This design comes from an exercise in tuning for small area on the open sky130 flow, not from production work.
Function was checked by simulation only, so behaviour that the tests miss may differ from the original.
Power and IR drop assume default switching activity.

== job 9187 ==
Design sfc, start of the top module:
module sfc (
    input  wire       clk,
    input  wire       rst,           
    input  wire       host_we,
    input  wire [7:0] host_addr,
    input  wire [7:0] host_wdata,
    output reg  [7:0] host_rdata,
    output wire       tx_valid,
    output reg  [7:0] tx_data,
    input  wire       tx_ack,
    input  wire       tx_err,
    output wire       rx_ready,
    input  wire       rx_valid,
    input  wire [7:0] rx_data,
    input  wire       rx_err,
    input  wire       timeout
);
    localparam A_OP      = 8'h00, A_STATUS  = 8'h01, A_CTRL    = 8'h02,
               A_ERRCODE = 8'h03, A_RKIND   = 8'h04, A_CMD     = 8'h05,
               A_PLEN    = 8'h06, A_ARG0    = 8'h07, A_ARG1    = 8'h08,
               A_TYPETAG = 8'h09, A_CSCALC  = 8'h0A, A_CSOK    = 8'h0B,
               A_DISCLO  = 8'h0C, A_DISCHI  = 8'h0D, A_TXCNT   = 8'h0E,
               A_RXCNT   = 8'h0F, A_PAYLOAD = 8'h10, A_TXBUF   = 8'h20,
               A_RXBUF   = 8'h40, A_PM25LO  = 8'h50, A_PM25HI  = 8'h51,
               A_PM10LO  = 8'h52, A_PM10HI  = 8'h53, A_FWYEAR  = 8'h54,
               A_FWMONTH = 8'h55, A_FWDAY   = 8'h56, A_FWIDLO  = 8'h57,
               A_FWIDHI  = 8'h58;
    localparam OP_SET_MODE = 8'h02, OP_QUERY = 8'h04, OP_DEVID  = 8'h05,
               OP_SLEEP    = 8'h06, OP_FW    = 8'h07, OP_PERIOD = 8'h08,
               OP_ENCODE   = 8'h10, OP_SYNC  = 8'h11, OP_DECODE = 8'h12,
               OP_XACT     = 8'h13;
    localparam E_NONE = 3'd0, E_INVAL = 3'd1, E_TRANSPORT = 3'd2, E_MALFORMED = 3'd3,
               E_CSUM = 3'd4, E_TIMEOUT = 3'd5, E_ABORTED = 3'd6;
    localparam K_NONE = 3'd0, K_ACK = 3'd1, K_DATA = 3'd2, K_FW = 3'd3,
               K_UNKNOWN = 3'd4, K_ENCODED = 3'd5, K_FRAME = 3'd6;
    localparam P_IDLE = 2'd0, P_TX = 2'd1, P_HUNT = 2'd2, P_CAPTURE = 2'd3;
    reg [1:0]   phase;
    reg [7:0]   op_q;
    reg         done_q, err_q, collide_q;
    reg         fwcs_en_q, to_en_q;
    reg [2:0]   errcode_q, rkind_q;
    reg [7:0]   cmd_q, plen_q, arg0_q, arg1_q;
    reg [7:0]   typetag_q, csum_calc_q;
    reg         csum_ok_q;
    reg [15:0]  disc_q;
    reg [4:0]   txcnt_q;
    reg [3:0]   rxcnt_q;
  ...
Settings: LEC_CHECK=0, CAP_MARGIN=20, CORE_MARGIN=2, CORE_UTILIZATION=60, SLEW_MARGIN=20; clock period 12.0 ns.
standard.sh (not shown) runs the stock make flow with config.mk's settings and CLKGATE_MAP_FILE= SYNTH_SCRIPT=/design/flow/synth_recipe.tcl, a recipe that flattens the netlist after the stock synthesis.
==> flow/flow/run.sh <==
#!/bin/bash
# Own layout flow: the standard ORFS flow (same make targets, config.mk,
# SDC and synth_recipe.tcl) with these changes:
#  1. Synthesis maps the combinational logic for area: Yosys's synth skips
#     its quick ABC pre-mapping in the "fine" stage (so full adders are
#     extracted from the $macc mapping without polarity inverters), and the
#     final ABC call runs flow/area.abc instead of ORFS's delay script.
#     Every other synthesis step is unchanged, so the registers are the
#     standard synthesis's; the standard synthesis is run first and each
#     register gets the exact name it has there (without the pre-mapping
#     Yosys can record an enable's polarity differently in the name suffix).
#  2. Port buffers are sky130_fd_sc_hd__buf_1 (every port still gets one).
#  3. CTS clusters 25 flip-flops per clkbuf_16 and adds no dummy loads.
# Each tool's output goes to a log of its own in this folder (std_synth.log,
# std_regs.log, make.log, write_def.log); ORFS keeps its per-step logs under
# orfs/logs/ (orfs_std/logs/ for the standard synthesis).
set -euo pipefail
W=$(pwd)
R="$W/orfs/results/sky130hd/sfc/base"

# Standard synthesis, for the register names.
bash "$W/standard.sh" synth > "$W/std_synth.log" 2>&1
yosys -q -p "read_verilog $R/1_2_yosys.v; hierarchy -top $FLOW_TOP; select -write $W/std_regs.txt t:sky130_fd_sc_hd__*df*" > "$W/std_regs.log" 2>&1
mv "$W/orfs" "$W/orfs_std"

export MY_ABC_SCRIPT="$W/flow/area.abc"
export MY_STD_REGS="$W/std_regs.txt"
export BUFFER_PORTS_ARGS="-buffer_cell sky130_fd_sc_hd__buf_1"
export CTS_ARGS="-sink_clustering_enable -repair_clock_nets -sink_clustering_size 25 -sink_clustering_max_diameter 80 -buf_list sky130_fd_sc_hd__clkbuf_16 -dont_use_dummy_load"

# synth_recipe.tcl's first line defines synth (with -nofsm -noshare); keep it
# and add -noabc to the "fine:" run.
head -n 1 "$W/synth_recipe.tcl" > "$W/own_synth.tcl"
tail -n +2 "$W/synth_recipe.tcl" > "$W/synth_recipe_rest.tcl"
cat >> "$W/own_synth.tcl" <<EOF
rename synth synth_recipe_proc
proc synth {args} {
  if {[lsearch -exact \$args fine:] >= 0} { lappend args -noabc }
  synth_recipe_proc {*}\$args
}
proc abc {args} {
  set i [lsearch -exact \$args -script]
  if {\$i >= 0} { set args [lreplace \$args [expr {\$i + 1}] [expr {\$i + 1}] \$::env(MY_ABC_SCRIPT)] }
  yosys abc {*}\$args
}
source {$W/synth_recipe_rest.tcl}
source {$W/flow/std_names.tcl}
EOF

make -C "$FLOW_HOME" DESIGN_CONFIG="$W/config.mk" WORK_HOME="$W/orfs" CLKGATE_MAP_FILE= \
  SYNTH_SCRIPT="$W/own_synth.tcl" finish > "$W/make.log" 2>&1

: # left out here: write the final layout as DEF
Other scripts of this flow, unchanged in this note and not shown: flow/flow/area.abc, flow/flow/std_names.tcl
Edits applied to the flow inputs when going from job 9187 to job 4129:
Settings: a change of CORE_UTILIZATION from 60 to 40.
-- flow/flow/run.sh --
<<< job 9187, line 13
#  3. CTS clusters 25 flip-flops per clkbuf_16 and adds no dummy loads.
# Each tool's output goes to a log of its own in this folder (std_synth.log,
>>> job 4129, line 13
#  3. CTS clusters 25 flip-flops per clkbuf_16 and adds no dummy loads.
#  4. After global routing, ORFS's power recovery (RECOVER_POWER) downsizes
#     gates on paths with positive slack.
# Each tool's output goes to a log of its own in this folder (std_synth.log,
<<< job 9187, line 28
export BUFFER_PORTS_ARGS="-buffer_cell sky130_fd_sc_hd__buf_1"
export CTS_ARGS="-sink_clustering_enable -repair_clock_nets -sink_clustering_size 25 -sink_clustering_max_diameter 80 -buf_list sky130_fd_sc_hd__clkbuf_16 -dont_use_dummy_load"
>>> job 4129, line 30
export BUFFER_PORTS_ARGS="-buffer_cell sky130_fd_sc_hd__buf_1"
export RECOVER_POWER=100
export CTS_ARGS="-sink_clustering_enable -repair_clock_nets -sink_clustering_size 25 -sink_clustering_max_diameter 80 -buf_list sky130_fd_sc_hd__clkbuf_16 -dont_use_dummy_load"
## What came out
- Job 4129 finished all stages; however, its layout fails the closing checks, the failures being capacitance limit, slew limit.
- Between job 9187 and job 4129, placeable core region increased.
- | maximum frequency | job 4129 vs job 9187 | worse |
- Job 4129: final routed wire length divided by cell count higher than job 9187
- Changes observed in job 4129 relative to job 9187: number of global-route vias before repair lower; headroom to the max-slew limit fell by 160 points.
- Job 9187 → job 4129: total power up 6.4%; fraction of area in clock buffers and inverters now sits higher; post-layout instance count excluding filler cells saw an increase.
- Die area | job 4129 > job 9187
- When job 4129 is measured against job 9187, its delay contributed by the slowest stage of the critical path turns out 0.05 ns lower.
Modified inputs, job 4335 compared to job 4129
-- flow/flow/run.sh --
<<< job 4129, line 13
#  3. CTS clusters 25 flip-flops per clkbuf_16 and adds no dummy loads.
#  4. After global routing, ORFS's power recovery (RECOVER_POWER) downsizes
#     gates on paths with positive slack.
# Each tool's output goes to a log of its own in this folder (std_synth.log,
>>> job 4335, line 13
#  3. CTS clusters 25 flip-flops per clkbuf_16 and adds no dummy loads.
# Each tool's output goes to a log of its own in this folder (std_synth.log,
<<< job 4129, line 30
export BUFFER_PORTS_ARGS="-buffer_cell sky130_fd_sc_hd__buf_1"
export RECOVER_POWER=100
export CTS_ARGS="-sink_clustering_enable -repair_clock_nets -sink_clustering_size 25 -sink_clustering_max_diameter 80 -buf_list sky130_fd_sc_hd__clkbuf_16 -dont_use_dummy_load"
>>> job 4335, line 28
export BUFFER_PORTS_ARGS="-buffer_cell sky130_fd_sc_hd__buf_1"
export CTS_ARGS="-sink_clustering_enable -repair_clock_nets -sink_clustering_size 25 -sink_clustering_max_diameter 80 -buf_list sky130_fd_sc_hd__clkbuf_16 -dont_use_dummy_load"
Findings:
- Job 4335 completed end to end with timing, DRC and antenna clean.
- Job 4129 and job 4335 ended up with nearly the same share of total power in combinational logic.
- On average instance area after synthesis, job 4335 tracks job 4129 almost exactly.
- Post-synthesis to final-layout area growth in job 4335 vs job 4129: up 0.53 points
- Final cell area: job 4335 above job 4129
- Re via count: job 4335 is 0.52% up on job 4129.
- Between job 4335 and job 4129, the final total power does not differ in any meaningful way.
- Placer congestion estimate delta (job 4129 -> job 4335): insignificant
- Number of fillers in the final layout, job 4129 and job 4335: lower on job 4335

## re-timing with driven ports
In the flow no input, the clock included, has a driving cell. The finished layouts below were timed again as built, in two steps. Step 1 assumes that a clkbuf_16 drives the clock port and a buf_2 every other input. Step 2 adds t to the input delays and takes it off the output delays; t is the mean of the earliest and latest rising clock arrival at the registers after step 1. Input paths then give back, and output paths get back, about the clock's delay inside the block. a / b / c = ideal ports / drivers / drivers and shift; a / b = the first two.
| run | t, ns | setup slack, ns | latest minus earliest clock arrival (ns) |
|---|---|---|---|
| job 9187 | 0.637 | 1.216 / 1.255 / 0.618 | 0.054 / 0.053 |
| job 4129 | 0.664 | 1.138 / 1.171 / 0.507 | 0.060 / 0.060 |
| job 4335 | 0.661 | 1.331 / 1.365 / 0.703 | 0.069 / 0.069 |
The setup slack of job 4129, which loses most, moves by +0.033 ns with the drivers and by -0.631 ns with both steps.
